Context: an optimization exercise on an open-source flow, tuned for small area, a short achievable clock period and few clock cycles. The choices shown serve that exercise and are no tape-out recipe.
At most, simulation tests tie the RTL to the original design; equivalence was not proved.
Function not checked in runs 1 and 2: the RTL went through the layout flow alone.
No activity file was given, so power comes from the tool's default toggle rates.

## design/flow/flow/run.sh

```bash
#!/bin/bash
# Standard layout, except that the port buffers buffer_ports inserts are
# sky130_fd_sc_hd__buf_1 instead of the delay-cell buffer it picks by default,
# and the fanout buffers ABC inserted are removed at floorplan (the resizer
# buffers what still needs it).
set -euo pipefail
export BUFFER_PORTS_ARGS="-buffer_cell sky130_fd_sc_hd__buf_1"
export REMOVE_ABC_BUFFERS=1
bash standard.sh > standard_flow.log 2>&1
```

## design/flow/standard.sh

```bash
#!/bin/bash
# synth_recipe.tcl (not shown) runs the flow's synth.tcl, then flattens the netlist and writes it again
# the make line also repeats each setting of config.mk as NAME=value (left out here)
make -C /OpenROAD-flow-scripts/flow DESIGN_CONFIG=/design/flow/config.mk WORK_HOME=/design/flow/orfs CLKGATE_MAP_FILE= SYNTH_SCRIPT=/design/flow/synth_recipe.tcl "${@:-finish}"
```

## design/flow/config.mk

```make
export PLATFORM = sky130hd
export DESIGN_NAME = cic_checksum
export DESIGN_NICKNAME = cic_checksum
export VERILOG_FILES = /design/flow/design.v
export SDC_FILE = /design/flow/constraint.sdc
export NUM_CORES = 4
export LEC_CHECK = 0
export CAP_MARGIN = 20
export CORE_MARGIN = 2
export CORE_UTILIZATION = 40
export CTS_CLUSTER_DIAMETER = 100
export CTS_CLUSTER_SIZE = 24
export SETUP_SLACK_MARGIN = 5
export SLEW_MARGIN = 20
```

## design/flow/constraint.sdc

```tcl
create_clock -name core_clock -period 10.0 [get_ports {clk}]
set_input_delay 2.0000 -clock core_clock [delete_from_list [all_inputs] [get_ports {clk}]]
set_output_delay 2.0000 -clock core_clock [all_outputs]
set_load 0.01 [all_outputs]
```

## design/flow/design.v

```verilog
module cic_checksum (
    input  wire        clk,
    input  wire        rst,           
    input  wire [2:0]  reg_raddr,
    output reg  [31:0] reg_rdata,
    input  wire        reg_we,
    input  wire [2:0]  reg_waddr,
    input  wire [31:0] reg_wdata,
    output wire        mem_req,
    output wire [18:0] mem_addr,
    input  wire [31:0] mem_rdata
);
    localparam [31:0] POLY      = 32'hEDB8_8320;
    localparam [31:0] FP_6101   = 32'h6170_A4A1;
    localparam [31:0] FP_6102   = 32'h90BB_6CB5;
    localparam [31:0] FP_6103   = 32'h0B05_0EE0;
    localparam [31:0] FP_6106   = 32'hACC8_580A;
    localparam [31:0] SEED_6101 = 32'hF8CA_4DDC;    
    localparam [31:0] SEED_6103 = 32'hA388_6759;
    localparam [31:0] SEED_6105 = 32'hDF26_F436;
    localparam [31:0] SEED_6106 = 32'h1FEA_617A;
    function [32:0] add32;
        input [31:0] a, b;
        input        ce;
        reg   [31:0] g, p, p0;
        integer l, i, j;
        begin
            g  = a & b & {32{ce}};
            p0 = a ^ b;
            p  = p0;
            for (l = 0; l < 5; l = l + 1)
                for (i = 0; i < 32; i = i + 1)
                    if (((i >> l) & 1) == 1) begin
                        j = ((i >> l) << l) - 1;
                        g[i] = g[i] | (p[i] & g[j]);
                        p[i] = p[i] & p[j];
                    end
            add32 = {g[31], p0 ^ {g[30:0], 1'b0}};
        end
    endfunction
    function [8:0] inc8;
        input [7:0] a;
        input       c;
        reg   [8:0] q;
        integer i;
        begin
            q[0] = c;
            for (i = 1; i < 9; i = i + 1)
                q[i] = q[i-1] & a[i-1];
            inc8 = {q[8], a ^ q[7:0]};
        end
    endfunction
    function gt32;
        input [31:0] a, b;
        reg   [31:0] g, e;
        integer l, i;
        begin
            g = a & ~b;
            e = ~(a ^ b);
            for (l = 0; l < 5; l = l + 1)
                for (i = 0; i < 32; i = i + 1)
                    if (i % (2 << l) == 0) begin
                        g[i] = g[i + (1 << l)] | (e[i + (1 << l)] & g[i]);
                        e[i] = e[i + (1 << l)] & e[i];
                    end
            gt32 = g[0];
        end
    endfunction
    localparam [3:0] S_IDLE = 4'd0, S_CRC = 4'd1, S_VID = 4'd2, S_INIT = 4'd3,
                     S_MIX  = 4'd4, S_DRAIN = 4'd5, S_W1I = 4'd6, S_W1L = 4'd7,
                     S_W1E  = 4'd8, S_C0 = 4'd9, S_C1 = 4'd10, S_W0L = 4'd11,
                     S_END  = 4'd12;
    reg  [3:0]  state;
    reg  [18:0] cnt;           
    reg  [1:0]  sub;           
    reg         aux_ph;        
    reg  [4:0]  step;          
    reg         mb;            
    reg         en6;           
    reg         q1_crc, q2_crc;
    reg  [1:0]  q1_sub, q2_sub;
    reg         q1_main, q2_main, q3_main;
    reg  [31:0] d, d2;
    reg  [31:0] r;             
    reg         c6;            
    reg  [2:0]  c4;            
    reg  [31:0] t1, t2, t3, t4, t5, t6;
    reg  [31:0] fp;            
    reg  [2:0]  variant;
    reg  [31:0] buf_len;
    reg         st_busy, st_done, st_short;
    wire v5 = (variant == 3'd5);
    wire v3 = (variant == 3'd3);
    wire v6 = (variant == 3'd6);
    wire [31:0] status = {27'd0, 1'b0, st_done & st_short, st_done & ~st_short, st_done, st_busy};
    always @(*) begin
        case (reg_raddr)
            3'd1:    reg_rdata = status;
            3'd2:    reg_rdata = buf_len;
            3'd3:    reg_rdata = t6;
            3'd4:    reg_rdata = t1;
            3'd5:    reg_rdata = fp;
            3'd6:    reg_rdata = {29'd0, variant};
            default: reg_rdata = 32'd0;
        endcase
    end
    wire start = reg_we && (reg_waddr == 3'd0) && (reg_wdata == 32'h0000_0001) && !st_busy;
    wire len_ok = (buf_len[31:21] != 11'd0) || (buf_len[20] && buf_len[19:12] != 8'd0);
    wire req_crc  = (state == S_CRC);
    wire req_mix  = (state == S_MIX);
    assign mem_req  = req_crc | req_mix;
    assign mem_addr = (req_mix && aux_ph) ? (19'h001D4 + {13'd0, cnt[5:0]}) : cnt;
    wire req_main = req_mix && !aux_ph;
    wire mix_last = (cnt == 19'h403FF) && (v5 ? aux_ph : 1'b1);
    wire [18:0] cnt_inc = cnt + 19'd1;
    reg [7:0] crc_byte;
    always @(*) begin
        case (q2_sub)
            2'd0: crc_byte = d[31:24];
            2'd1: crc_byte = d[23:16];
            2'd2: crc_byte = d[15:8];
            default: crc_byte = d[7:0];
        endcase
    end
    wire [31:0] crc_acc = ~fp;
    reg  [31:0] crc_tab;
    integer k;
    always @(*) begin
        crc_tab = {24'd0, crc_acc[7:0] ^ crc_byte};
        for (k = 0; k < 8; k = k + 1)
            crc_tab = crc_tab[0] ? ((crc_tab >> 1) ^ POLY) : (crc_tab >> 1);
    end
    wire [31:0] crc_next = ~((crc_acc >> 8) ^ crc_tab);
    reg [2:0] ident;
    always @(*) begin
        if      (fp == FP_6101) ident = 3'd1;
        else if (fp == FP_6102) ident = 3'd2;
        else if (fp == FP_6103) ident = 3'd3;
        else if (fp == FP_6106) ident = 3'd6;
        else                    ident = 3'd5;
    end
    reg [31:0] seed;
    always @(*) begin
        case (variant)
            3'd1, 3'd2: seed = SEED_6101;
            3'd3:       seed = SEED_6103;
            3'd6:       seed = SEED_6106;
            default:    seed = SEED_6105;
        endcase
    end
    wire in_c1  = (state == S_C1);
    wire in_w0l = (state == S_W0L);
    wire ce     = !(in_c1 && !v3);                  
    wire [31:0] dz = d & {32{en6}};
    wire [4:0]  step_nx = (state == S_W1L || state == S_W0L) ? step + 5'd1 : step;
    wire [32:0] s6 = add32(t6, dz, ce);
    wire [63:0] m_dbl = {mem_rdata, mem_rdata};
    wire [31:0] m_rot = m_dbl[63 - mem_rdata[4:0] -: 32];
    wire [32:0] s5 = add32(t5, r & {32{q2_main}}, 1'b1);
    wire        gt = gt32(t2, d);
    wire [31:0] t2_term = (gt ? r : (s6[31:0] ^ dz)) & {32{q2_main}};
    wire x_d  = (q3_main && v5) || (state == S_W1L && mb);
    wire x_t5 = (q3_main && !v5) || in_c1;
    wire [31:0] x  = (d & {32{x_d}}) | (t5 & {32{x_t5}});
    wire [32:0] s1 = add32(t1, x ^ d2, ce);
    always @(posedge clk) begin
        case (state)
            S_W1I:        d <= t2;
            S_C0:         d <= v6 ? t6 : (t6 ^ t4);
            S_W1L, S_W0L: d <= {d[30:0], 1'b0};
            default:      d <= mem_rdata;
        endcase
        r  <= m_rot;
        c6 <= s6[32] & q2_main;
        d2 <= d & {32{q2_main || (state == S_C0 && !v6)}};
        mb  <= (state == S_W1I || state == S_W1L) ? t5[step_nx] : t4[step_nx];
        en6 <= q1_main || (state == S_C0 && !v6) ||
               ((state == S_C0 || (state == S_W0L && step != 5'd31)) && t4[step_nx]);
        q1_crc  <= req_crc;
        q1_sub  <= sub;
        q1_main <= req_main;
        q2_crc  <= q1_crc;
        q2_sub  <= q1_sub;
        q2_main <= q1_main;
        q3_main <= q2_main;
        if (q2_crc)
            fp <= crc_next;
        if (state == S_INIT) begin
            t1 <= seed; t2 <= seed; t3 <= seed;
            t4 <= seed; t5 <= seed; t6 <= seed;
            c4 <= 3'd0;
        end else begin
            t6 <= (state == S_C0) ? t3 : s6[31:0];
            {c4[0], t4[7:0]}   <= inc8(t4[7:0],   c6);
            {c4[1], t4[15:8]}  <= inc8(t4[15:8],  c4[0]);
            {c4[2], t4[23:16]} <= inc8(t4[23:16], c4[1]);
            t4[31:24]          <= inc8(t4[31:24], c4[2]);
            t3 <= t3 ^ dz;
            t5 <= s5[31:0];
            t2 <= t2 ^ t2_term;
            t1 <= s1[31:0];
        end
        if (rst) begin
            state    <= S_IDLE;
            st_busy  <= 1'b0;
            st_done  <= 1'b0;
            st_short <= 1'b0;
            buf_len  <= 32'd0;
            q1_crc   <= 1'b0;
            q2_crc   <= 1'b0;
            q1_main  <= 1'b0;
            q2_main  <= 1'b0;
            q3_main  <= 1'b0;
        end else begin
            if (reg_we && !st_busy && reg_waddr == 3'd2)
                buf_len <= reg_wdata;
            case (state)
                S_IDLE: begin
                    if (start) begin
                        st_done  <= !len_ok;
                        st_short <= !len_ok;
                        st_busy  <= len_ok;
                        if (len_ok) state <= S_CRC;
                        cnt <= 19'h00010;
                        sub <= 2'd0;
                    end
                end
                S_CRC: begin
                    if (cnt == 19'h00010 && sub == 2'd0) fp <= 32'd0;
                    sub <= sub + 2'd1;
                    if (sub == 2'd3) begin
                        cnt <= cnt_inc;
                        if (cnt == 19'h003FF) state <= S_VID;
                    end
                end
                S_VID: begin
                    if (!q1_crc && !q2_crc) begin
                        variant <= ident;
                        state   <= S_INIT;
                    end
                end
                S_INIT: begin
                    cnt    <= 19'h00400;
                    aux_ph <= 1'b0;
                    state  <= S_MIX;
                end
                S_MIX: begin
                    if (mix_last) state <= S_DRAIN;
                    if (v5) begin
                        aux_ph <= ~aux_ph;
                        if (aux_ph) cnt <= cnt_inc;
                    end else begin
                        cnt <= cnt_inc;
                    end
                end
                S_DRAIN: begin
                    step <= 5'd0;
                    if (!(q1_main || q2_main || q3_main || c6 || c4 != 3'd0))
                        state <= S_W1I;
                end
                S_W1I: state <= v6 ? S_W1L : S_C0;
                S_W1L: begin
                    step <= step + 5'd1;
                    if (step == 5'd31) state <= S_C0;
                end
                S_C0: state <= v6 ? S_W0L : S_C1;
                S_C1: state <= S_END;
                S_W0L: begin
                    step <= step + 5'd1;
                    if (step == 5'd31) state <= S_END;
                end
                S_END: begin
                    st_busy  <= 1'b0;
                    st_done  <= 1'b1;
                    st_short <= 1'b0;
                    state    <= S_IDLE;
                end
                default: state <= S_IDLE;
            endcase
        end
    end
endmodule
```

==> results of run 1 <==
[through the flow]
step	power, µW	worst slack (ps)	instance area [µm²]	util, %
2_1_floorplan	2210	-486	25400	-
3_3_place_gp	2440	4290	27400	42.4
3_5_place_dp	2440	4260	27400	42.4
4_1_cts	3410	4970	28300	43.8
5_1_grt	3560	4960	29000	44.9
6_report	3440	4970	29000	44.9
[layer usage]
metal	part of all wire (%)	routed length, µm	GRT usage, %
met5	0	0	0
met3	7.8	7450	3.49
met1	45	42800	39.0
met2	44	42200	42.7
met4	3.3	3180	6.98
[cells by family after synthesis]
| kind of cell | count (synthesis) |
|---|---|
| XOR/XNOR | 318 |
| adder cells (fa/ha/maj) | 182 |
| multiplexers | 125 |
| flip-flops | 404 |
| AND/OR/NAND/NOR | 1003 |
| buffers and inverters | 300 |
| AO/OA/AOI/OAI | 780 |
[repair_timing]
| item | 4_1_cts | 5_1_grt |
|---|---|---|
| cloned | 4 | 9 |
| setup endpoints to repair | 43 | 46 |
| resized for setup | 72 | 81 |
| setup buffers | 6 | 14 |
| pin swaps | 1 | 35 |
[registers in the layout, summed over array words and instances (netlist names), 32 cells and up]
signal,flops
fp,32
t3,32
r,32
t1,32
t5,32
t4,32
t6,32
d,32
buf_len,32
t2,32
d2,32
[area by class of cell]
cell class	instances	area [µm²]	area share [%]
Multi-Input combinational cell	2408	17000	58.8
Clock buffer	26	554	1.91
Sequential cell	404	8390	29.0
Timing Repair Buffer	201	1470	5.08
Tap cell	855	1070	3.69
Clock inverter	3	33.8	0.117
Inverter	112	420	1.45
[report_power, final]
part           leakage (µW)  internal, µW  switching, µW  total (µW)
logic               0.00846           265            357         622
registers           0.00332          1710            133        1840
clock network      0.000287           400            577         977
[cell usage after synthesis (19+ instances only)]
cell type	instances
mux4_2	38
and3_1	19
nand3_1	46
a22oi_1	109
a21oi_1	225
ha_1	177
and2_1	55
nand2b_1	19
nand2_1	398
nor4_1	23
a21o_1	34
o22ai_1	25
inv_1	111
a222oi_1	30
o21ai_0	149
nor2_1	300
xor2_1	109
nand4_1	21
mux2i_1	72
a31oi_1	26
a211oi_1	43
nor2b_1	35
xnor2_1	199
nor3_1	28
dfxtp_1	374
clkbuf_1	158
edfxtp_1	30
[path summary, 6_finish.rpt]
| check | startpoint | to | slack [ps] | cells after the start |
|---|---|---|---|---|
| min | q1_sub[1]$_DFF_P_ | q2_sub[1]$_DFF_P_ | 360 | 0 |
| max | reg_raddr[0] | reg_rdata[28] | 4970 | 7 |
| max reg2reg | variant[1]$_SDFFCE_PP0P_ | t2[30]$_DFF_P_ | 5210 | 14 |
| min reg2reg | q1_sub[1]$_DFF_P_ | q2_sub[1]$_DFF_P_ | 360 | 0 |
==> results_dict.tcl, run 1 <==
set metrics [dict create \
    status "complete, no violations" \
    crit_type "in2out" \
    synth_top_family_by_area "compound AO/OA/AOI/OAI gates" \
    yosys-top-cells-area "dfxtp_1 (29%), ha_1 (8.5%), xnor2_1 (6.7%)" \
    clk-insertion-delay-late_ps 580 \
    cp-start-kind "primary input" \
    synth_edf_count 30 \
    ys_types 83 \
    cp_data_required_time_ps 8000 \
    grt_overflow_total 0 \
    hold_viol_final 0 \
    tightest_slew_ps 1100 \
    setup_viol 0 \
    first_global_vias 21474 \
    cp_num_buf_inv 3 \
    dpl.cell_count 3947 \
    ys_async_sr_fraction_pct 0 \
    dr.pass1.iters 10 \
    final-instance-count-excl-fill 4009 \
    die_h_um 260 \
    netlist.area_leader.share_pct 28.6 \
    io_pins 125 \
    synth_flop_cell "dfxtp_1" \
    synth-seq-area-share_pct 32.1 \
    path_max_fanout 7 \
    wl_per_cell_um 23.9 \
    crit_arrival_ps 3030 \
    drt_iter0_drc 2690 \
    cts_buffers 21 \
    synth_mux_area_share_pct 6.85 \
    die_w_um 260 \
    num_vias 23619 \
    cts_tree "built" \
    min_path_type "reg2reg" \
    final_cell_mix "nand2_1 (396), dfxtp_1 (369), nor2_1 (295), a21oi_1 (223), xnor2_1 (198)" \
    dpl.hpwl_mm 70.2 \
    fin_crit_sh_pct 50.3 \
    synth_compound_area_share_pct 19.3 \
    ys_warn_count 1 \
    setup_tns_ps 0 \
    clk_pin_slew_ps 110 \
    n_fill_cell 6368 \
    period_minus_slack_ps 5030 \
    diodes 0 \
    ir_drop_mv 0.104 \
    layout_commonest_cell "nand2_1" \
    cts_root_buffer "clkbuf_16" \
    ys_ff_latch 404 \
    dieArea_um2 67400 \
    grt_pass1_wl_mm 139 \
    initial_utilization_pct 40.5 \
    gp_congestion 0.940 \
    grt_max_degree 72 \
    area_growth_pct 10.8 \
    skew_ps 27.2 \
    crit_chain "buf_12, nor2b_4, and2_4, clkbuf_16, a22oi_1, nand2_1, buf_2" \
    cpPeakStageDelay_ps 200 \
    antenna_found_initial 1 \
    leakagePower_uw 0.0121 \
    drv_slew 0 \
    p_per_area_nw_per_um2 119 \
    port_buffers 124 \
    end_kind "primary output" \
    synth.avg_cell_area_um2 8.40 \
    synth-xor-area-share_pct 11.1 \
    timing.fmax_mhz 199 \
    fp.coreArea_um2 64600 \
    cpMaxStageDelayCell "and2_4" \
    drt-total-wl_mm 95.6 \
    antenna_left 0 \
    cap_viol_max_count 0 \
    final_nets 3403 \
    grt_usage_pct 27.1 \
    synthCells 3112 \
    worst_path_dominant_cell_family "buffers and inverters" \
    synthAdderAreaFrac_pct 8.86 \
    drc 0 \
    cts.sinks 404 \
    rows 93 \
    yosysTopAreaCell "dfxtp_1" \
    htreeDepth 1 \
    cts_buffer_depth 3 \
    whs_ps 360 \
    drive_gt1_share_pct 9.35 \
    vias_per_cell 5.89 \
    holdBufCountCts 0 \
    synth_area_um2 26100 \
    synthSimpleGateAreaFrac_pct 17.3 \
    max_slew_margin_pct 26.4 \
    rsz0062_at_grt "yes" \
]
==> inputs of run 2 (changes only) <==
--- a/design/flow/config.mk
+++ b/design/flow/config.mk
@@ -11,4 +11,4 @@
 export CTS_CLUSTER_DIAMETER = 100
 export CTS_CLUSTER_SIZE = 24
-export SETUP_SLACK_MARGIN = 5
+export SETUP_SLACK_MARGIN = 4.9
 export SLEW_MARGIN = 20
==> run 2 against run 1 <==
  * Clock power is 0.6% lower
  * Sequential cell count unchanged
  * Sequential power hardly changed
  * Critical path depth grew 1
  * Global-route usage down 0.086 points
==> results_dict.tcl, run 2 <==
set metrics [dict create \
    status "complete, no violations" \
    cpPeakStageDelay_ps 220 \
    end_kind "primary output" \
    crit_chain "buf_8, nor2b_4, nor2b_4, buf_12, clkbuf_16, a22oi_1, nand2_1, buf_4" \
    grt_pass1_wl_mm 139 \
    synth-seq-area-share_pct 32.1 \
    path_max_fanout 11 \
    multi_input_area_um2 16800 \
    ys_warn_count 1 \
    synth_flop_cell "dfxtp_1" \
    dr.pass1.iters 6 \
    cts_tree "built" \
    synth_area_um2 26100 \
    holdBufCountCts 0 \
    grtUsageMet2_pct 42.7 \
    synth.avg_cell_area_um2 8.40 \
    busiest_layer "met2" \
    cts.sinks 404 \
    gp_congestion 0.940 \
    yosysTopAreaCell "dfxtp_1" \
    cp_num_buf_inv 4 \
    synth_top_family_by_area "compound AO/OA/AOI/OAI gates" \
    cp_common_cell "nor2b_4" \
    vias_per_cell 5.89 \
    area_growth_pct 8.30 \
    antenna_left 0 \
    skew_ps 26.0 \
    cp-start-kind "primary input" \
    yosys-top-cells-area "dfxtp_1 (29%), ha_1 (8.5%), xnor2_1 (6.7%)" \
    dieArea_um2 67400 \
    synthSimpleGateAreaFrac_pct 17.3 \
    clk_pin_slew_ps 100 \
    layout_commonest_cell "nand2_1" \
    synth_compound_area_share_pct 19.3 \
    timing.fmax_mhz 197 \
    p_per_area_nw_per_um2 120 \
    initial_utilization_pct 40.5 \
    ys_async_sr_fraction_pct 0 \
    num_vias 23453 \
    drc 0 \
    cap_viol_max_count 0 \
    crit_type "in2out" \
    setup_tns_ps 0 \
    hold_viol_final 0 \
    synth_mux_area_share_pct 6.85 \
    synthCells 3112 \
    synthAdderAreaFrac_pct 8.86 \
    grt_usage_pct 27.0 \
    port_buffers 124 \
    io_pins 125 \
    diodes 0 \
    final-instance-count-excl-fill 3985 \
    rsz0062_at_grt "yes" \
    cp_data_required_time_ps 8000 \
    fin_crit_sh_pct 50.8 \
    ir_drop_mv 0.103 \
    tightest_slew_ps 1160 \
    htreeDepth 1 \
    antenna_found_initial 1 \
    cts_buffers 21 \
    crit_arrival_ps 3080 \
    ys_top_cells_by_count "nand2_1 (398), dfxtp_1 (374), nor2_1 (300)" \
    cpMaxStageDelayCell "nor2b_4" \
    first_global_vias 21412 \
    cts_root_buffer "clkbuf_16" \
    drt_iter0_drc 2526 \
    drv_slew 0 \
    setup_viol 0 \
    final_nets 3379 \
    period_minus_slack_ps 5080 \
    n_fill_cell 6440 \
    yosysMostFrequentCell "nand2_1" \
    seqCellArea_um2 8390 \
    synth-xor-area-share_pct 11.1 \
    drt-total-wl_mm 93.7 \
    ys_types 83 \
    dpl.cell_count 3947 \
    die_w_um 260 \
    grt_overflow_total 0 \
    die_h_um 260 \
    post-place-ws_ps 4260 \
    leakagePower_uw 0.0118 \
    dpl.hpwl_mm 70.2 \
    rows 93 \
    setup_ws_ps 4920 \
    gr-usage-met1_pct 39.0 \
    max_slew_margin_pct 22.3 \
    power.total_uw 3400 \
    synth_edf_count 30 \
    fp.coreArea_um2 64600 \
    final_cell_mix "nand2_1 (396), dfxtp_1 (370), nor2_1 (296), a21oi_1 (223), xnor2_1 (198)" \
    wl_per_cell_um 23.5 \
    ys_ff_latch 404 \
    cts_buffer_depth 3 \
    clk-insertion-delay-late_ps 570 \
    met3_usage_pct 3.46 \
    grt_max_degree 72 \
    netlist.area_leader.share_pct 28.6 \
    worst_path_dominant_cell_family "buffers and inverters" \
    min_path_type "reg2reg" \
    drive_gt1_share_pct 6.65 \
    whs_ps 361 \
]
run 2: cell types whose count changed in the layout (fill, tap and decap cells not counted), sizes merged:
| cell | before | now |
|---|---|---|
| clkbuf | 39 | 40 |
| buf | 187 | 163 |
| bufbuf | 1 | 0 |
run 2: worst register-to-register path, stage by stage (launching register included):
cell and delay [ps]:
dfxtp_2 530, inv_1 110, nor2_2 350, nand2_1 120
o21ai_2 120, buf_4 330, a22oi_1 140, xnor2_1 160
ha_1 280, ha_1 160, nand3_1 110, o211ai_1 190
o311ai_1 210, or4_1 510, o311ai_1 210, a31oi_2 290
o31ai_2 410, nor2_1 90, a311oi_1 230, o21ai_0 100
run 2: path summary, 6_finish.rpt:
kind	from	endpoint	slack, ps	depth (start not counted)
max reg2reg	state[0]$_SDFFE_PP0P_	t1[30]$_DFF_P_	5180	19
max	reg_raddr[1]	reg_rdata[6]	4920	8
min reg2reg	q1_sub[1]$_DFF_P_	q2_sub[1]$_DFF_P_	360	0
min	q1_sub[1]$_DFF_P_	q2_sub[1]$_DFF_P_	360	0
run 2: through the flow:
stage,area (µm²),util (%)
after floorplan,25400,-
after global placement,27400,42.4
after detailed placement,27400,42.4
after CTS,28100,43.6
after global routing,28300,43.8
final,28300,43.8
run 2: layer usage:
metal  vias up  wire length (µm)
met2      1036             41500
met3       116              8340
li1      11094                 -
met5         -                 0
met1     11207             41300
met4         0              2490
run 2: report_power, final:
part           internal [µW]  switching, µW
Sequential              1710            129
Clock                    400            571
Combinational            249            346
Total                   2360           1050
run 2: kinds of logic (layout without fill, tap and decap cells):
family | count (synthesis) | after routing
mux | 125 | 125
compound gates | 780 | 780
fa+ha+maj | 182 | 182
xor+xnor | 318 | 318
buf+inv | 300 | 318
simple gates | 1003 | 1003
flops | 404 | 404
run 2: layout make-up:
class,count,area share [%]
Clock buffer,26,1.96
Timing Repair Buffer,177,3.72
Tap cell,855,3.78
Sequential cell,404,29.7
Clock inverter,3,0.119
Inverter,112,1.49
Multi-Input combinational cell,2408,59.3
run 2: what timing repair did:
item                                    CTS  global route
endpoints found under the setup margin   41            39
gates cloned                              2             2
setup buffers                             2             3
gates resized for setup                  36            33
==> inputs of run 3 (changes only) <==
--- a/design/flow/design.v
+++ b/design/flow/design.v
@@ -82,5 +82,4 @@
     reg         q1_main, q2_main, q3_main;
     reg  [31:0] d, d2;
-    reg  [31:0] r;             
     reg         c6;            
     reg  [2:0]  c4;            
@@ -155,6 +154,6 @@
     wire [4:0]  step_nx = (state == S_W1L || state == S_W0L) ? step + 5'd1 : step;
     wire [32:0] s6 = add32(t6, dz, ce);
-    wire [63:0] m_dbl = {mem_rdata, mem_rdata};
-    wire [31:0] m_rot = m_dbl[63 - mem_rdata[4:0] -: 32];
+    wire [63:0] d_dbl = {d, d};
+    wire [31:0] r     = d_dbl[63 - d[4:0] -: 32];     
     wire [32:0] s5 = add32(t5, r & {32{q2_main}}, 1'b1);
     wire        gt = gt32(t2, d);
@@ -171,5 +170,4 @@
             default:      d <= mem_rdata;
         endcase
-        r  <= m_rot;
         c6 <= s6[32] & q2_main;
         d2 <= d & {32{q2_main || (state == S_C0 && !v6)}};
==> run 3 against run 2 <==
  * Area after synthesis is 2.3% lower
  * Final cell count down 1.3%
  * Critical path depth shrank 1
  * First-iteration DRC count up 15%
  * Final area decreased by 0.90%
  * Via count rose by 4.3%
  * Die area down 2.2%
  * Count of clock-buffer cells in the layout shrank 1
  * Non-clock buffer count increased by 28
==> results_dict.tcl, run 3 <==
set metrics [dict create \
    status "complete, no violations" \
    ir_drop_mv 0.111 \
    post-place-ws_ps 3810 \
    wl_per_cell_um 26.8 \
    drt-total-wl_mm 105 \
    setup_ws_ps 4930 \
    tightest_slew_ps 1250 \
    cts.sinks 372 \
    first_global_vias 23722 \
    cts_buffer_depth 3 \
    die_h_um 257 \
    ys_ff_latch 372 \
    hold_viol_final 0 \
    grt_overflow_total 0 \
    die_w_um 257 \
    clk_pin_slew_ps 100 \
    cts_root_buffer "clkbuf_16" \
    antenna_found_initial 2 \
    grt_pass1_wl_mm 155 \
    grt_usage_pct 30.9 \
    ys_async_sr_fraction_pct 0 \
    period_minus_slack_ps 5070 \
    drive_gt1_share_pct 9.03 \
    area_growth_pct 9.82 \
    max_slew_margin_pct 16.6 \
    gp_congestion 0.943 \
    drt_iter0_drc 2912 \
    fin_crit_sh_pct 50.7 \
    yosysTopAreaCell "dfxtp_1" \
    final_nets 3336 \
    yosysMostFrequentCell "nand2_1" \
    crit_arrival_ps 3070 \
    ys_warn_count 1 \
    cts_buffers 19 \
    cp_data_required_time_ps 8000 \
    grt_max_degree 64 \
    cp-start-kind "primary input" \
    p_per_area_nw_per_um2 158 \
    skew_ps 46.8 \
    vias_per_cell 6.22 \
    synth.avg_cell_area_um2 8.39 \
    drc 0 \
    port_buffers 124 \
    dpl.hpwl_mm 77.0 \
    synthCells 3044 \
    fp.coreArea_um2 63100 \
    dieArea_um2 65900 \
    end_kind "primary output" \
    holdBufCountCts 0 \
    ys_types 88 \
    setup_tns_ps 0 \
    drv_slew 0 \
    dr.pass1.iters 8 \
    num_vias 24450 \
    htreeDepth 1 \
    synth-seq-area-share_pct 30.3 \
    initial_utilization_pct 40.5 \
    ys_top_cells_by_count "nand2_1 (377), dfxtp_1 (342), nor2_1 (310)" \
    power.total_uw 4430 \
    min_path_type "reg2reg" \
    clk-insertion-delay-late_ps 590 \
    yosys-top-cells-area "dfxtp_1 (27%), ha_1 (8.7%), xnor2_1 (6.5%)" \
    rsz0062_at_grt "yes" \
    final_cell_mix "nand2_1 (372), dfxtp_1 (334), nor2_1 (308), a21oi_1 (227), xnor2_1 (187)" \
    crit_type "in2out" \
    cap_viol_max_count 0 \
    layout_commonest_cell "nand2_1" \
    diodes 0 \
    synth_area_um2 25500 \
    leakagePower_uw 0.0117 \
    setup_viol 0 \
    cts_tree "built" \
    netlist.area_leader.share_pct 26.8 \
    rows 92 \
    antenna_left 0 \
    whs_ps 344 \
    synth_edf_count 30 \
    timing.fmax_mhz 197 \
    synth_flop_cell "dfxtp_1" \
    io_pins 125 \
    path_max_fanout 12 \
]
## run 3: cell types whose count changed after synthesis, moves of 11 or more
cell      previous run  this run
and2_1              55        41
buf_2                9        28
clkbuf_1           158       142
dfxtp_1            374       342
inv_1              111        94
mux4_2              38        51
nand2_1            398       377
nand3_1             46        65
nor2b_1             35        24
o21ai_0            149       111
o21ai_1              5        47
o22ai_1             25        13
## run 3: cells by family after synthesis
kind of cell               Yosys count  synth area share, %
AOI/OAI and AO/OA                  780                 19.7
xor gates and xnor gates           311                 11.4
adders and majority gates          182                 9.06
buffers and inverters              289                 4.56
DFF                                372                 30.3
muxes                              132                 7.94
and+or+nand+nor                    978                 17.0
## run 3: power by group
group / internal (µW) / switching (µW)
Combinational: 678 / 864
Sequential: 1650 / 291
Clock: 414 / 540
## run 3: through the flow
stage | instances | area [µm²] | util (%)
finish | 3934 | 28000 | 44.5
global route | 3934 | 28000 | 44.5
CTS | 3917 | 27700 | 43.9
detailed placement | 3873 | 26700 | 42.4
global placement | 3872 | 26700 | 42.4
floorplan | 2852 | 24700 | -
## run 3: worst paths after layout
| check | slack [ps] | cells past startpoint | endpoint | start |
|---|---|---|---|---|
| worst max-delay path | 4930 | 7 | reg_rdata[5] | reg_raddr[0] |
| worst min-delay path | 340 | 0 | q2_sub[1]$_DFF_P_ | q1_sub[1]$_DFF_P_ |
| worst max register to register | 5030 | 14 | t2[23]$_DFF_P_ | variant[2]$_SDFFCE_PP0P_ |
| worst min register to register | 340 | 0 | q2_sub[1]$_DFF_P_ | q1_sub[1]$_DFF_P_ |
## run 3: area by class of cell
class	instances	area [µm²]
fill	6348	35000
multi-input combinational	2386	16900
sequential	372	7760
timing repair buffer	205	1360
tap	846	1060
clock buffer	25	508
inverter	97	370
clock inverter	3	68.8
## run 3: timing repair
item / 4_1_cts / 5_1_grt
resized for setup: 65 / 43
pin swaps: 3 / 4
setup buffers: 10 / 15
endpoints found under the setup margin: 56 / 60
gates cloned: 6 / 2
## run 3: per-layer routing
| layer | wire (µm) | vias up | share of wire [%] | global-route usage, % |
|---|---|---|---|---|
| met3 | 9180 | 233 | 8.7 | 4.84 |
| met5 | 0 | - | 0 | 0 |
| li1 | - | 10954 | - | - |
| met4 | 5340 | 0 | 5.1 | 13.6 |
| met2 | 47700 | 1231 | 45 | 50.1 |
| met1 | 43300 | 12032 | 41 | 40.6 |
## run 3: critical path, cell delays in order
cell and delay (ps):
buf_12 120, nor2b_4 170, buf_12 140, and2_4 280, a22oi_1 130, nand2_1 90, buf_2 130
Testbench counts of run 3, summed over its fixed seeds: cycles 2,121,516.
==> inputs of run 4 (changes only) <==
--- a/design/flow/config.mk
+++ b/design/flow/config.mk
@@ -11,4 +11,5 @@
 export CTS_CLUSTER_DIAMETER = 100
 export CTS_CLUSTER_SIZE = 24
+export PLACE_DENSITY = 0.7
 export SETUP_SLACK_MARGIN = 4.9
 export SLEW_MARGIN = 20
==> run 4 against run 3 <==
  * Still clean
  * Critical path depth is the same
  * Setup slack lost 15 ps
  * Clock power grew 13%
  * Critical path type unchanged
  * Highest routed layer is now met5
==> results_dict.tcl, run 4 <==
set metrics [dict create \
    dr.pass1.iters 7 \
    first_global_vias 22549 \
    yosys-top-cells-area "dfxtp_1 (27%), ha_1 (8.7%), xnor2_1 (6.5%)" \
    synthCells 3044 \
    post-place-ws_ps 3790 \
    rsz0062_at_grt "yes" \
    synth-seq-area-share_pct 30.3 \
    tightest_slew_ps 1220 \
    timing.fmax_mhz 197 \
    cp_data_required_time_ps 8000 \
    die_w_um 257 \
    ys_top_cells_by_count "nand2_1 (377), dfxtp_1 (342), nor2_1 (310)" \
    grt_max_degree 72 \
    ys_ff_latch 372 \
    ys_types 88 \
    worst-path-stages 7 \
    p_per_area_nw_per_um2 160 \
    setup_tns_ps 0 \
    r2r_start "d[0]$_DFF_P_" \
    cpPeakStageDelay_ps 220 \
    grt_usage_pct 28.8 \
    clk-insertion-delay-late_ps 610 \
    yosysTopAreaCell "dfxtp_1" \
    setup_viol 0 \
    sw_frac_of_total_pct 38.2 \
    ir_drop_mv 0.148 \
    internal-power_uw 2800 \
    fin_area_um2 28300 \
    power.total_uw 4520 \
    dpl.hpwl_mm 71.1 \
    rrSetupSlack_ps 5020 \
    hold_viol_final 0 \
    cap_viol_max_count 0 \
    port_buffers 124 \
    yosysMostFrequentCell "nand2_1" \
    die_h_um 257 \
    leakagePower_uw 0.0117 \
    cts.sinks 372 \
    drv_slew 0 \
    path_max_fanout 8 \
    period_minus_slack_ps 5090 \
    fp.coreArea_um2 63100 \
    layout_commonest_cell "nand2_1" \
    gp_congestion 0.973 \
    status "complete, no violations" \
    cts_tree "built" \
    dieArea_um2 65900 \
    holdBufCountCts 0 \
    ys_async_sr_fraction_pct 0 \
    drc 0 \
    min_path_type "reg2reg" \
    placement.cell_area_um2 26700 \
    synth.avg_cell_area_um2 8.39 \
    synth-xor-area-share_pct 11.4 \
    synth_mux_area_share_pct 7.94 \
    synthAdderAreaFrac_pct 9.06 \
    cp_num_buf_inv 3 \
    end_kind "primary output" \
    final_cell_mix "nand2_1 (371), dfxtp_1 (335), nor2_1 (307), a21oi_1 (229), xnor2_1 (190)" \
    crit_arrival_ps 3090 \
    setup_ws_ps 4910 \
    n_fill_cell 6203 \
    skew_ps 45.1 \
    endpoint "reg_rdata[27]" \
    max_slew_margin_pct 18.4 \
    grt_pass1_wl_mm 146 \
    crit_type "in2out" \
    grt_overflow_total 0 \
    pwr-share-comb_pct 33.3 \
    synth_flop_cell "dfxtp_1" \
    antenna_found_initial 8 \
    cts_root_buffer "clkbuf_16" \
    fin_crit_sh_pct 50.9 \
    synthSimpleGateAreaFrac_pct 17.0 \
    worst_path_dominant_cell_family "simple AND/OR/NAND/NOR gates" \
    hp-start "q1_sub[1]$_DFF_P_" \
    cp-start-kind "primary input" \
    reg2reg_depth 22 \
    seqPwrFrac_pct 42.9 \
    drive_gt1_share_pct 9.48 \
    synth_area_um2 25500 \
    netlist.area_leader.share_pct 26.8 \
    synth_edf_count 30 \
    utilization_pct 44.9 \
    drt_iter0_drc 3202 \
    initial_utilization_pct 40.5 \
    r2r-end "t5[31]$_DFF_P_" \
    crit_chain "buf_12, nor2b_4, and2_4, clkbuf_16, a22oi_2, nand2_1, clkbuf_2" \
    area_growth_pct 10.8 \
    ys_warn_count 1 \
    drt-total-wl_mm 99.2 \
    rows 92 \
    critPathLaunch "reg_raddr[0]" \
    synth_compound_area_share_pct 19.7 \
    cts_buffers 23 \
    final_nets 3346 \
    antenna_left 0 \
    cpMaxStageDelayCell "and2_4" \
    htreeDepth 1 \
    io_pins 125 \
    clkPwrFrac_pct 23.8 \
    p_sw_uw 1730 \
    cts_buffer_depth 3 \
    synth_top_family_by_area "compound AO/OA/AOI/OAI gates" \
    clk_pin_slew_ps 100 \
    num_vias 24465 \
    wl_per_cell_um 25.1 \
    vias_per_cell 6.20 \
]
-- run 4: worst min path at each step --
stage / slack [ps] / end / cells after the start
floorplan: 310 / q2_sub[0]$_DFF_P_ / 0
global placement: 390 / q2_sub[1]$_DFF_P_ / 0
detailed placement: 390 / q2_sub[1]$_DFF_P_ / 0
CTS: 400 / q2_sub[1]$_DFF_P_ / 0
global route: 400 / q2_sub[1]$_DFF_P_ / 0
finish: 400 / q2_sub[1]$_DFF_P_ / 0
-- run 4: routing by layer --
metal,routed length (µm),GRT usage (%),vias up,share of wire [%]
met5,90,0,-,0.091
met4,4830,10.8,10,4.9
met3,12000,6.76,288,12
met2,43600,45.2,1524,44
met1,38700,38.3,11658,39
li1,-,-,10985,-
-- run 4: layout make-up --
type / instances / area, µm² / area share, %
tap: 846 / 1060 / 3.74
inverter: 97 / 364 / 1.29
timing repair buffer: 214 / 1440 / 5.08
antenna: 1 / 2.50 / 0.00884
clock buffer: 28 / 614 / 2.17
clock inverter: 8 / 131 / 0.464
multi-input combinational: 2383 / 16900 / 59.8
sequential: 372 / 7760 / 27.4
-- run 4: per-stage QoR --
step                hold slack [ps]  cells
floorplan                       310   2852
global placement                393   3870
detailed placement              392   3870
CTS                             404   3918
global route                    399   3948
finish                          403   3949
-- run 4: cell families after synthesis --
| group | after synthesis |
|---|---|
| flops | 372 |
| compound gates | 780 |
| fa+ha+maj | 182 |
| mux | 132 |
| buf+inv | 289 |
| xor+xnor | 311 |
| simple gates | 978 |
-- run 4: power groups by stage --
stage | clock [µW] | sequential, µW | combinational [µW]
finish | 1080 | 1940 | 1510
detailed placement | 0 | 1960 | 1430
floorplan | 0 | 1820 | 1110
CTS | 1080 | 1920 | 1450
global placement | 0 | 1960 | 1420
global route | 1130 | 1940 | 1630
-- run 4: repair_timing --
action | 4_1_cts | 5_1_grt
endpoints found under the setup margin | 55 | 75
hold endpoints to repair | 0 | 0
gates resized for setup | 46 | 59
cloned | 4 | 5
pin swaps | 5 | 24
buffers inserted | 8 | 25
==> inputs of run 5 (changes only) <==
--- a/design/flow/config.mk
+++ b/design/flow/config.mk
@@ -8,8 +8,7 @@
 export CAP_MARGIN = 20
 export CORE_MARGIN = 2
-export CORE_UTILIZATION = 40
+export CORE_UTILIZATION = 45
 export CTS_CLUSTER_DIAMETER = 100
 export CTS_CLUSTER_SIZE = 24
-export PLACE_DENSITY = 0.7
 export SETUP_SLACK_MARGIN = 4.9
 export SLEW_MARGIN = 20
==> run 5 against run 4 <==
  * Largest cell class unchanged
  * Die area shrank 11%
  * Area after synthesis is the same
  * Setup slack gained 22 ps
  * Still clean
  * Sequential share of layout area is essentially flat
  * Sequential cell count is the same
==> results_dict.tcl, run 5 <==
set metrics [dict create \
    drc 0 \
    rrSetupSlack_ps 5010 \
    synthSimpleGateAreaFrac_pct 17.0 \
    worst-path-stages 8 \
    dpl.hpwl_mm 76.9 \
    end_kind "primary output" \
    critPathLaunch "reg_raddr[1]" \
    grt_usage_pct 35.0 \
    synth-xor-area-share_pct 11.4 \
    cpMaxStageDelayCell "a22oi_1" \
    dr.pass1.iters 8 \
    whs_ps 349 \
    ys_ff_latch 372 \
    leakagePower_uw 0.0117 \
    num_vias 24430 \
    grt_max_degree 60 \
    max_slew_margin_pct 21.9 \
    status "complete, no violations" \
    synthAdderAreaFrac_pct 9.06 \
    cts.sinks 372 \
    p_per_area_nw_per_um2 158 \
    met3_usage_pct 6.92 \
    synth_area_um2 25500 \
    skew_ps 30.9 \
    path_max_fanout 12 \
    grtUsageMet2_pct 55.6 \
    gr-usage-met1_pct 45.9 \
    first_global_vias 23347 \
    cp-start-kind "primary input" \
    synth-seq-area-share_pct 30.3 \
    cp_num_buf_inv 4 \
    htreeDepth 1 \
    fin_crit_sh_pct 50.6 \
    n_fill_cell 5485 \
    reg2reg_depth 22 \
    drv_slew 0 \
    clk-insertion-delay-late_ps 570 \
    ys_top_cells_by_count "nand2_1 (377), dfxtp_1 (342), nor2_1 (310)" \
    drt_iter0_drc 2967 \
    synth_mux_area_share_pct 7.94 \
    cts_root_buffer "clkbuf_16" \
    synth_edf_count 30 \
    layout_commonest_cell "nand2_1" \
    synthCells 3044 \
    worst_path_dominant_cell_family "buffers and inverters" \
    final_cell_mix "nand2_1 (369), dfxtp_1 (335), nor2_1 (306), a21oi_1 (224), xnor2_1 (186)" \
    fp.coreArea_um2 56300 \
    dieArea_um2 58700 \
    holdBufCountCts 0 \
    cts_tree "built" \
    yosysTopAreaCell "dfxtp_1" \
    io_pins 125 \
    ys_warn_count 1 \
    drive_gt1_share_pct 10.5 \
    cts_buffer_depth 3 \
    seqCellArea_um2 7760 \
    cp_data_required_time_ps 8000 \
    ir_drop_mv 0.117 \
    ys_async_sr_fraction_pct 0 \
    initial_utilization_pct 45.4 \
    r2r_start "d[1]$_DFF_P_" \
    vias_per_cell 6.34 \
    crit_chain "buf_12, nor2b_4, nor2b_4, buf_12, buf_4, a22oi_1, nand2_1, buf_1" \
    wl_per_cell_um 27.6 \
    area_growth_pct 10.7 \
    synth.avg_cell_area_um2 8.39 \
    multi_input_area_um2 17100 \
    antenna_found_initial 6 \
    yosysMostFrequentCell "nand2_1" \
    antenna_left 0 \
    die_w_um 242 \
    gp_congestion 0.983 \
    setup_viol 0 \
    synth_top_family_by_area "compound AO/OA/AOI/OAI gates" \
    die_h_um 242 \
    cts_buffers 21 \
    crit_type "in2out" \
    grt_overflow_total 0 \
    r2r-end "t5[22]$_DFF_P_" \
    drt-total-wl_mm 106 \
    crit_arrival_ps 3060 \
    timing.fmax_mhz 197 \
    yosys-top-cells-area "dfxtp_1 (27%), ha_1 (8.7%), xnor2_1 (6.5%)" \
    busiest_layer "met2" \
    setup_tns_ps 0 \
    rsz0062_at_grt "yes" \
    grt_pass1_wl_mm 155 \
    cap_viol_max_count 0 \
    final_nets 3340 \
    clk_pin_slew_ps 100 \
    tightest_slew_ps 1170 \
    min_path_type "reg2reg" \
    endpoint "reg_rdata[5]" \
    rows 87 \
    netlist.area_leader.share_pct 26.8 \
    hold_viol_final 0 \
    synth_compound_area_share_pct 19.7 \
    port_buffers 124 \
    period_minus_slack_ps 5060 \
    ys_types 88 \
    cpPeakStageDelay_ps 180 \
    synth_flop_cell "dfxtp_1" \
]
==> run 5: worst min path at each step <==
stage,startpoint,slack (ps),end,cells past startpoint
global placement,q1_sub[0]$_DFF_P_,320,q2_sub[0]$_DFF_P_,0
CTS,q1_sub[0]$_DFF_P_,350,q2_sub[0]$_DFF_P_,0
detailed placement,q1_sub[0]$_DFF_P_,330,q2_sub[0]$_DFF_P_,0
floorplan,q1_sub[0]$_DFF_P_,310,q2_sub[0]$_DFF_P_,0
global route,q1_sub[1]$_DFF_P_,350,q2_sub[1]$_DFF_P_,0
finish,q1_sub[0]$_DFF_P_,350,q2_sub[0]$_DFF_P_,0
==> run 5: area by class of cell <==
class,count,area share [%]
Sequential cell,372,27.4
Inverter,97,1.31
Antenna cell,2,0.0177
Clock inverter,8,0.341
Tap cell,756,3.35
Clock buffer,26,2.03
Timing Repair Buffer,207,4.96
Multi-Input combinational cell,2386,60.5
==> run 5: layer usage <==
layer	part of all wire [%]	up-vias
li1	-	10972
met1	40	11899
met2	45	1269
met3	9.6	286
met4	5.5	4
met5	0.022	-
==> run 5: per-stage QoR <==
stage	power [µW]	util, %	setup WS (ps)	cell area (µm²)	instances
2_1_floorplan	2930	-	2810	24700	2852
5_1_grt	4670	50.2	4840	28300	3852
4_1_cts	4430	49.3	4870	27700	3832
3_3_place_gp	3400	47.2	3530	26600	3779
6_report	4470	50.2	4940	28300	3854
3_5_place_dp	3400	47.2	3380	26600	3779
==> run 5: power by group <==
| group | leakage (µW) | switching [µW] | internal, µW |
|---|---|---|---|
| Clock | 0.000326 | 570 | 446 |
| Combinational | 0.00833 | 827 | 686 |
| Sequential | 0.00309 | 299 | 1650 |
==> run 5: worst reg2reg max path: stages (launching register included) <==
cell        delay [ps]
dfxtp_4            410
clkinvlp_4         140
ha_4               340
buf_12             140
mux4_2             550
mux2i_4            220
a21oi_2             90
a32o_2             300
nand2_2             90
inv_2               50
ha_4               150
fa_2               360
a211oi_4           290
o21bai_4           110
o2111ai_4          260
a21boi_4           120
a221oi_4           330
buf_12             170
o31a_1             210
o21bai_2           110
a21oi_2            160
xor2_1             170
o21ai_1             70
==> run 5: logic make-up after synthesis <==
group	Yosys count
flops	372
fa+ha+maj	182
buf+inv	289
simple gates	978
xor+xnor	311
mux	132
compound gates	780
==> run 5: timing repair <==
| action | in CTS | in global routing |
|---|---|---|
| gates cloned | 7 | 4 |
| setup endpoints to repair | 61 | 58 |
| setup buffers | 12 | 16 |
| pin swaps | 10 | 29 |
| gates resized for setup | 59 | 91 |
==> inputs of run 6 (changes only) <==
--- a/design/flow/config.mk
+++ b/design/flow/config.mk
@@ -8,7 +8,7 @@
 export CAP_MARGIN = 20
 export CORE_MARGIN = 2
-export CORE_UTILIZATION = 45
+export CORE_UTILIZATION = 40
 export CTS_CLUSTER_DIAMETER = 100
 export CTS_CLUSTER_SIZE = 24
-export SETUP_SLACK_MARGIN = 4.9
+export SETUP_SLACK_MARGIN = 5
 export SLEW_MARGIN = 20
==> run 6 against run 5 <==
  * Register-to-register slack improved by 100 ps
  * Sequential cell count unchanged
  * Final cell count up 2.5%
  * Clock skew grew 7.8 ps
  * Fmax increased by 0.39%
  * Hold slack lost 3.2 ps
  * Critical path type unchanged
  * Largest power group unchanged
==> results_dict.tcl, run 6 <==
set metrics [dict create \
    end_kind "primary output" \
    power.total_uw 4480 \
    initial_utilization_pct 40.5 \
    die_w_um 257 \
    synth.avg_cell_area_um2 8.39 \
    grt_max_degree 64 \
    drive_gt1_share_pct 11.6 \
    utilization_pct 45.4 \
    cp-start-kind "primary input" \
    ys_ff_latch 372 \
    ys_types 88 \
    status "complete, no violations" \
    path_max_fanout 7 \
    diodes 0 \
    setup_tns_ps 0 \
    grt_pass1_wl_mm 155 \
    ys_top_cells_by_count "nand2_1 (377), dfxtp_1 (342), nor2_1 (310)" \
    placement.cell_area_um2 26700 \
    drv_slew 0 \
    cts.sinks 372 \
    clk_pin_slew_ps 100 \
    final_cell_mix "nand2_1 (369), dfxtp_1 (333), nor2_1 (306), a21oi_1 (223), xnor2_1 (186)" \
    synth_flop_cell "dfxtp_1" \
    max_slew_margin_pct 18.7 \
    cpMaxStageDelayCell "a221oi_4" \
    yosys-top-cells-area "dfxtp_1 (27%), ha_1 (8.7%), xnor2_1 (6.5%)" \
    htreeDepth 1 \
    cts_buffers 19 \
    vias_per_cell 6.22 \
    synth_edf_count 30 \
    cp_data_required_time_ps 8000 \
    gp_congestion 0.943 \
    tightest_slew_ps 1220 \
    synth_area_um2 25500 \
    synth-seq-area-share_pct 30.3 \
    crit_chain "buf_12, nor2b_4, buf_12, buf_6, a221oi_4, a21oi_2, buf_2" \
    setup_viol 0 \
    area_growth_pct 12.1 \
    dieArea_um2 65900 \
    drt_iter0_drc 2799 \
    fp.coreArea_um2 63100 \
    netlist.area_leader.share_pct 26.8 \
    antenna_found_initial 1 \
    crit_arrival_ps 3040 \
    cts_tree "built" \
    rsz0062_at_grt "yes" \
    synthCells 3044 \
    dr.pass1.iters 7 \
    grt_usage_pct 31.1 \
    ys_async_sr_fraction_pct 0 \
    antenna_left 0 \
    drt-total-wl_mm 107 \
    cts_root_buffer "clkbuf_16" \
    worst_path_dominant_cell_family "buffers and inverters" \
    ir_drop_mv 0.110 \
    holdBufCountCts 0 \
    die_h_um 257 \
    cp_common_cell "buf_12" \
    rows 92 \
    fin_area_um2 28600 \
    cts_buffer_depth 3 \
    cpPeakStageDelay_ps 290 \
    drc 0 \
    crit_type "in2out" \
    layout_commonest_cell "nand2_1" \
    period_minus_slack_ps 5040 \
    wl_per_cell_um 27.0 \
    n_fill_cell 6275 \
    port_buffers 124 \
    cap_viol_max_count 0 \
    yosysMostFrequentCell "nand2_1" \
    leakagePower_uw 0.0119 \
    first_global_vias 23882 \
    timing.fmax_mhz 198 \
    fin_crit_sh_pct 50.4 \
    clk-insertion-delay-late_ps 580 \
    skew_ps 38.8 \
    dpl.hpwl_mm 77.0 \
    yosysTopAreaCell "dfxtp_1" \
    num_vias 24594 \
    hold_viol_final 0 \
    final_nets 3353 \
    io_pins 125 \
    min_path_type "reg2reg" \
    grt_overflow_total 0 \
    p_per_area_nw_per_um2 156 \
    ys_warn_count 1 \
    cp_num_buf_inv 4 \
]
[run 6: final cells by class]
class / instances / area (µm²) / share of cell area (%)
clock inverters: 3 / 68.8 / 0.240
multi-input cells: 2386 / 17200 / 60.2
clock buffers: 25 / 508 / 1.77
repair buffers: 222 / 1610 / 5.63
inverters: 97 / 370 / 1.29
well taps: 846 / 1060 / 3.70
flip-flops and latches: 372 / 7770 / 27.1
[run 6: kinds of logic after synthesis]
| family | after synthesis | share of synthesized area (%) |
|---|---|---|
| AND/OR/NAND/NOR | 978 | 17.0 |
| flip-flops | 372 | 30.3 |
| XOR/XNOR | 311 | 11.4 |
| adder cells (fa/ha/maj) | 182 | 9.06 |
| multiplexers | 132 | 7.94 |
| AO/OA/AOI/OAI | 780 | 19.7 |
| buffers and inverters | 289 | 4.56 |
[run 6: power breakdown]
group	internal (µW)	leakage [µW]	switching [µW]
registers	1650	0.00309	299
clock network	414	0.000280	540
logic	699	0.00848	881
[run 6: path summary, 6_finish.rpt]
check                            to  slack, ps               from  cells past startpoint
setup reg to reg     t5[27]$_DFF_P_       5110       d[0]$_DFF_P_                     23
setup / recovery       reg_rdata[1]       4960       reg_raddr[0]                      7
hold reg to reg   q2_sub[1]$_DFF_P_        350  q1_sub[1]$_DFF_P_                      0
hold / removal    q2_sub[1]$_DFF_P_        350  q1_sub[1]$_DFF_P_                      0
[run 6: what timing repair did]
action / in CTS / in global routing
endpoints found under the setup margin: 61 / 59
gates resized for setup: 120 / 72
pin swaps: 13 / 38
cloned: 10 / 2
setup buffers: 19 / 19
[run 6: worst register-to-register path: stages (launching register included)]
cell      delay, ps
dfxtp_4         440
inv_4            60
ha_4            310
buf_12          140
buf_12          110
buf_4           110
mux4_2          330
mux2_2          290
mux2i_1         180
nor2_1          100
a211oi_1        310
a21oi_2         130
and2_1          220
ha_1            330
a21o_1          180
a21o_1          160
a21oi_1         200
o21ai_0         190
a21oi_2         250
o21ai_0         180
a21oi_1         250
o21bai_1        110
xnor2_1         150
o21ai_1          70
[run 6: through the flow]
stage | std cells | hold slack, ps | worst slack [ps]
2_1_floorplan | 2852 | 310 | 2810
3_3_place_gp | 3872 | 317 | 3760
3_5_place_dp | 3873 | 318 | 3810
4_1_cts | 3930 | 346 | 4990
5_1_grt | 3951 | 348 | 4830
6_report | 3951 | 346 | 4960
[run 6: layer usage]
layer / track usage (%) / vias up / wire [µm]
met5: 0 / - / 0
met4: 13.7 / 0 / 5560
met3: 4.99 / 260 / 9560
met2: 50.7 / 1288 / 48000
met1: 40.5 / 12071 / 43300
li1: - / 10975 / -
==> inputs of run 7 (changes only) <==
--- a/design/flow/config.mk
+++ b/design/flow/config.mk
@@ -11,4 +11,4 @@
 export CTS_CLUSTER_DIAMETER = 100
 export CTS_CLUSTER_SIZE = 24
-export SETUP_SLACK_MARGIN = 5
+export SETUP_SLACK_MARGIN = 4.6
 export SLEW_MARGIN = 20
==> run 7 against run 6 <==
  * Still clean
  * Routed wire length is 2.2% lower
  * Total power shrank 1.7%
  * Area after synthesis unchanged
  * Synthesized cell count unchanged
  * Combinational power fell by 4%
  * Critical endpoint is now reg_rdata[15]
  * Largest power group unchanged
  * Highest routed layer unchanged
==> results_dict.tcl, run 7 <==
set metrics [dict create \
    status "complete, no violations" \
    dpl.cell_count 3873 \
    tightest_slew_ps 1140 \
    yosysMostFrequentCell "nand2_1" \
    die_w_um 257 \
    crit_type "in2out" \
    synth_flop_cell "dfxtp_1" \
    clk-insertion-delay-late_ps 590 \
    antenna_found_initial 2 \
    dieArea_um2 65900 \
    rsz0062_at_grt "yes" \
    gp_congestion 0.943 \
    path_max_fanout 28 \
    htreeDepth 1 \
    drive_gt1_share_pct 7.11 \
    drc 0 \
    crit_arrival_ps 3340 \
    cap_viol_max_count 0 \
    vias_per_cell 6.20 \
    final-instance-count-excl-fill 3912 \
    synth_area_um2 25500 \
    n_fill_cell 6385 \
    cts_root_buffer "clkbuf_16" \
    timing.fmax_mhz 187 \
    final_nets 3313 \
    yosys-top-cells-area "dfxtp_1 (27%), ha_1 (8.7%), xnor2_1 (6.5%)" \
    cts_buffer_depth 3 \
    initial_utilization_pct 40.5 \
    clkPwrFrac_pct 21.7 \
    placement.cell_area_um2 26700 \
    cp_data_required_time_ps 8000 \
    synth_edf_count 30 \
    ys_async_sr_fraction_pct 0 \
    fp.coreArea_um2 63100 \
    cpMaxStageDelayCell "buf_2" \
    p_per_area_nw_per_um2 160 \
    cp-start-kind "primary input" \
    wl_per_cell_um 26.6 \
    final_cell_mix "nand2_1 (372), dfxtp_1 (334), nor2_1 (308), a21oi_1 (231), xnor2_1 (190)" \
    ys_ff_latch 372 \
    end_kind "primary output" \
    hold_viol_final 0 \
    num_vias 24267 \
    cpPeakStageDelay_ps 320 \
    fin_area_um2 27600 \
    antenna_left 0 \
    first_global_vias 23484 \
    port_buffers 124 \
    setup_viol 0 \
    clk_pin_slew_ps 100 \
    p_sw_uw 1680 \
    min_path_type "reg2reg" \
    skew_ps 42.1 \
    layout_commonest_cell "nand2_1" \
    period_minus_slack_ps 5340 \
    internal-power_uw 2720 \
    cts_tree "built" \
    pwr-share-comb_pct 34.4 \
    cts_buffers 19 \
    max_slew_margin_pct 24.0 \
    io_pins 125 \
    crit_chain "buf_2, nor3b_2, buf_6, a22oi_1, nand2_1, buf_1" \
    sw_frac_of_total_pct 38.2 \
    ys_top_cells_by_count "nand2_1 (377), dfxtp_1 (342), nor2_1 (310)" \
    seqPwrFrac_pct 44.0 \
    dpl.hpwl_mm 77.0 \
    grt_pass1_wl_mm 153 \
    worst_path_dominant_cell_family "buffers and inverters" \
    ys_types 88 \
    area_growth_pct 7.97 \
    leakagePower_uw 0.0114 \
    die_h_um 257 \
    ir_drop_mv 0.110 \
    synthCells 3044 \
    synth.avg_cell_area_um2 8.39 \
    drv_slew 0 \
    grt_overflow_total 0 \
    yosysTopAreaCell "dfxtp_1" \
    rows 92 \
    setup_tns_ps 0 \
    drt_iter0_drc 2888 \
    dr.pass1.iters 8 \
    cp_num_buf_inv 3 \
    synth-seq-area-share_pct 30.3 \
    fin_crit_sh_pct 53.4 \
    drt-total-wl_mm 104 \
    ys_warn_count 1 \
    netlist.area_leader.share_pct 26.8 \
    cts.sinks 372 \
    grt_max_degree 64 \
    grt_usage_pct 30.4 \
]
## run 7: power by group through the flow
stage / clock, µW / sequential, µW / combinational (µW)
2_1_floorplan: 0 / 1820 / 1110
3_3_place_gp: 0 / 1970 / 1460
3_5_place_dp: 0 / 1960 / 1480
4_1_cts: 964 / 1930 / 1490
5_1_grt: 1010 / 1940 / 1620
6_report: 954 / 1940 / 1510
## run 7: metrics by stage
step	hold WS, ps	setup slack (ps)	power, µW	util [%]
after global routing	348	4580	4580	43.7
after global placement	317	3760	3420	42.4
after detailed placement	318	3810	3430	42.4
after floorplan	310	2810	2930	-
after CTS	346	4600	4380	43.5
final	345	4660	4400	43.7
## run 7: final timing paths
check | from | endpoint | slack [ps] | depth (start not counted)
setup / recovery | reg_raddr[2] | reg_rdata[15] | 4660 | 6
hold / removal | q1_sub[1]$_DFF_P_ | q2_sub[1]$_DFF_P_ | 350 | 0
setup reg to reg | state[0]$_SDFFE_PP0P_ | t1[31]$_DFF_P_ | 4830 | 17
hold reg to reg | q1_sub[1]$_DFF_P_ | q2_sub[1]$_DFF_P_ | 350 | 0
## run 7: layer usage
metal | up-vias | share of wire (%) | global-route usage (%)
met3 | 214 | 9.0 | 4.39
met2 | 1222 | 46 | 49.7
met1 | 11922 | 41 | 40.4
met4 | 0 | 4.5 | 12.3
met5 | - | 0 | 0
li1 | 10909 | - | -
## run 7: cell type report
cell class | count | area, µm² | area share [%]
well taps | 846 | 1060 | 3.84
multi-input cells | 2385 | 16800 | 61.0
inverters | 97 | 368 | 1.33
clock buffers | 25 | 508 | 1.84
flip-flops and latches | 372 | 7760 | 28.2
diodes | 1 | 2.50 | 0.00907
repair buffers | 183 | 993 | 3.60
clock inverters | 3 | 68.8 | 0.250
## run 7: logic make-up after synthesis
group | Yosys count | synth area share, %
mux | 132 | 7.94
flops | 372 | 30.3
compound gates | 780 | 19.7
simple gates | 978 | 17.0
xor+xnor | 311 | 11.4
fa+ha+maj | 182 | 9.06
buf+inv | 289 | 4.56
## run 7: worst reg2reg max path: cells and delay by family (launching register included)
kind | cells | cell delay [ps]
buffers and inverters | 1 | 390
flip-flops | 1 | 530
XOR/XNOR | 2 | 700
AO/OA/AOI/OAI | 7 | 1610
adder cells (fa/ha/maj) | 2 | 440
AND/OR/NAND/NOR | 5 | 1360
## run 7: what timing repair did
action / CTS / global route
endpoints found under the setup margin: 48 / 43
gates cloned: 1 / 2
resized for setup: 20 / 24
hold buffers: 0 / 0
pin swaps: 2 / 0
endpoints found under the hold margin: 0 / 0
setup buffers: 3 / 4
==> inputs of run 8 (changes only) <==
--- a/design/flow/config.mk
+++ b/design/flow/config.mk
@@ -11,4 +11,4 @@
 export CTS_CLUSTER_DIAMETER = 100
 export CTS_CLUSTER_SIZE = 24
-export SETUP_SLACK_MARGIN = 4.6
+export SETUP_SLACK_MARGIN = 4.8
 export SLEW_MARGIN = 20
==> run 8 against run 7 <==
  * Still clean
  * Setup slack improved by 160 ps
  * Sequential cell count unchanged
  * First-iteration DRC count increased by 0.76%
  * Combinational power about the same
  * Sequential share of layout area decreased by 0.27 points
  * Hold slack got worse by 1.1 ps
  * Clock power about the same
  * Sequential power about the same
  * Synthesized cell count unchanged
==> results_dict.tcl, run 8 <==
set metrics [dict create \
    status "complete, no violations" \
    final-instance-count-excl-fill 3926 \
    fin_crit_sh_pct 51.8 \
    tightest_slew_ps 1140 \
    final_cell_mix "nand2_1 (372), dfxtp_1 (334), nor2_1 (308), a21oi_1 (228), xnor2_1 (190)" \
    setup_ws_ps 4820 \
    layout_commonest_cell "nand2_1" \
    drv_slew 0 \
    path_max_fanout 12 \
    netlist.area_leader.share_pct 26.8 \
    p_per_area_nw_per_um2 159 \
    cts_root_buffer "clkbuf_16" \
    synth_mux_area_share_pct 7.94 \
    clk_pin_slew_ps 100 \
    cp_data_required_time_ps 8000 \
    cts.sinks 372 \
    cts_tree "built" \
    synth_compound_area_share_pct 19.7 \
    cts_buffers 19 \
    die_w_um 257 \
    cp_num_buf_inv 2 \
    first_global_vias 23596 \
    leakagePower_uw 0.0115 \
    cpPeakStageDelay_ps 340 \
    dr.pass1.iters 9 \
    antenna_left 0 \
    synth_area_um2 25500 \
    ys_ff_latch 372 \
    synth_flop_cell "dfxtp_1" \
    dpl.hpwl_mm 77.0 \
    dieArea_um2 65900 \
    cts_buffer_depth 3 \
    grt_overflow_total 0 \
    die_h_um 257 \
    rsz0062_at_grt "yes" \
    drc 0 \
    multi_input_area_um2 16900 \
    initial_utilization_pct 40.5 \
    synth_top_family_by_area "compound AO/OA/AOI/OAI gates" \
    fp.coreArea_um2 63100 \
    synthAdderAreaFrac_pct 9.06 \
    min_path_type "reg2reg" \
    skew_ps 49.2 \
    diodes 0 \
    rows 92 \
    whs_ps 344 \
    antenna_found_initial 1 \
    synthSimpleGateAreaFrac_pct 17.0 \
    end_kind "primary output" \
    n_fill_cell 6369 \
    drive_gt1_share_pct 8.28 \
    drt_iter0_drc 2910 \
    area_growth_pct 9.03 \
    post-place-ws_ps 3810 \
    crit_arrival_ps 3180 \
    ys_top_cells_by_count "nand2_1 (377), dfxtp_1 (342), nor2_1 (310)" \
    ys_types 88 \
    ir_drop_mv 0.112 \
    max_slew_margin_pct 23.7 \
    synthCells 3044 \
    worst_path_dominant_cell_family "simple AND/OR/NAND/NOR gates" \
    htreeDepth 1 \
    synth-xor-area-share_pct 11.4 \
    gp_congestion 0.943 \
    cpMaxStageDelayCell "nor2b_4" \
    synth-seq-area-share_pct 30.3 \
    io_pins 125 \
    synth.avg_cell_area_um2 8.39 \
    num_vias 24354 \
    crit_type "in2out" \
    synth_edf_count 30 \
    vias_per_cell 6.20 \
    setup_tns_ps 0 \
    yosysTopAreaCell "dfxtp_1" \
    ys_async_sr_fraction_pct 0 \
    grt_pass1_wl_mm 153 \
    port_buffers 124 \
    grt_max_degree 64 \
    cp-start-kind "primary input" \
    wl_per_cell_um 26.8 \
    dpl.cell_count 3873 \
    yosys-top-cells-area "dfxtp_1 (27%), ha_1 (8.7%), xnor2_1 (6.5%)" \
    setup_viol 0 \
    clk-insertion-delay-late_ps 590 \
    ys_warn_count 1 \
    grt_usage_pct 30.6 \
    timing.fmax_mhz 193 \
    yosysMostFrequentCell "nand2_1" \
    period_minus_slack_ps 5180 \
    seqCellArea_um2 7760 \
    crit_chain "buf_8, nor2b_4, and2_2, a22oi_1, nand2_1, buf_1" \
    final_nets 3328 \
    cap_viol_max_count 0 \
    hold_viol_final 0 \
    drt-total-wl_mm 105 \
]
[run 8: cell counts after synthesis]
No cell type changed its count.
[run 8: power breakdown]
group | switching, µW | internal [µW]
clock network | 540 | 414
logic | 866 | 671
registers | 292 | 1650
[run 8: path summary, 6_finish.rpt]
path | from | endpoint | slack [ps] | cells after the start
max | reg_raddr[0] | reg_rdata[16] | 4820 | 6
min | q1_sub[1]$_DFF_P_ | q2_sub[1]$_DFF_P_ | 340 | 0
max reg2reg | d[0]$_DFF_P_ | t5[27]$_DFF_P_ | 5000 | 22
min reg2reg | q1_sub[1]$_DFF_P_ | q2_sub[1]$_DFF_P_ | 340 | 0
[run 8: cell type report]
cell class / count / area share (%)
clock inverters: 3 / 0.247
well taps: 846 / 3.80
inverters: 97 / 1.32
multi-input cells: 2386 / 60.6
clock buffers: 25 / 1.82
repair buffers: 197 / 4.38
flip-flops and latches: 372 / 27.9
[run 8: repair_timing]
item	in CTS	in global routing
resized for setup	39	38
endpoints found under the setup margin	54	48
pin swaps	2	5
hold endpoints to repair	0	0
buffers inserted	5	13
cloned	3	4
hold buffers	0	0
[run 8: metrics by stage]
step | area (µm²) | total power (µW) | utilization (%)
floorplan | 24700 | 2930 | -
global placement | 26700 | 3420 | 42.4
detailed placement | 26700 | 3430 | 42.4
CTS | 27500 | 4390 | 43.7
global route | 27800 | 4600 | 44.1
finish | 27800 | 4430 | 44.1
[run 8: routing by layer]
layer	wire, µm	part of all wire (%)	track usage [%]	vias to the layer above
met5	0	0	0	-
li1	-	-	-	10948
met4	5070	4.8	12.6	0
met1	43100	41	40.5	11930
met2	47700	45	49.9	1240
met3	9330	8.9	4.45	236
[run 8: cell families (layout without fill, tap and decap cells)]
family,Yosys count,count (layout)
AOI/OAI and AO/OA,780,780
xor gates and xnor gates,311,311
adders and majority gates,182,182
buffers and inverters,289,322
DFF,372,372
muxes,132,132
and+or+nand+nor,978,981

port drivers added, routing unchanged:
The flow's constraints put no driver on any port. The routed layouts listed below were extracted and timed again, unchanged, in two steps. Step 1 assumes that a clkbuf_16 drives the clock port and a buf_2 every other input. Step 2, shift: input delay + t, output delay - t, t = (earliest + latest rising clock arrival at the registers) / 2. This alone moves slack from input paths to output paths. a / b / c = ideal ports / drivers / drivers and shift; a / b = the first two.
| run | shift t [ns] | setup WS [ns] | worst setup path at the end | pins driven straight from the clock port |
|---|---|---|---|---|
| run 1 | 0.624 | 4.972 / 4.847 / 4.818 | input to register | 1 |
| run 2 | 0.620 | 4.919 / 4.836 / 4.688 | input to register | 1 |
| run 3 | 0.630 | 4.929 / 4.797 / 4.638 | input to register | 1 |
| run 4 | 0.641 | 4.915 / 4.807 / 4.807 | input to output | 1 |
| run 5 | 0.625 | 4.936 / 4.856 / 4.856 | input to output | 1 |
| run 6 | 0.625 | 4.956 / 4.790 / 4.560 | input to register | 1 |
| run 7 | 0.631 | 4.656 / 4.607 / 4.607 | input to output | 1 |
| run 8 | 0.627 | 4.818 / 4.738 / 4.600 | input to register | 1 |
After both steps every run listed still meets setup and hold. For run 6, which loses most, drivers alone change the setup slack by -0.166 ns; drivers and shift together by -0.396 ns.
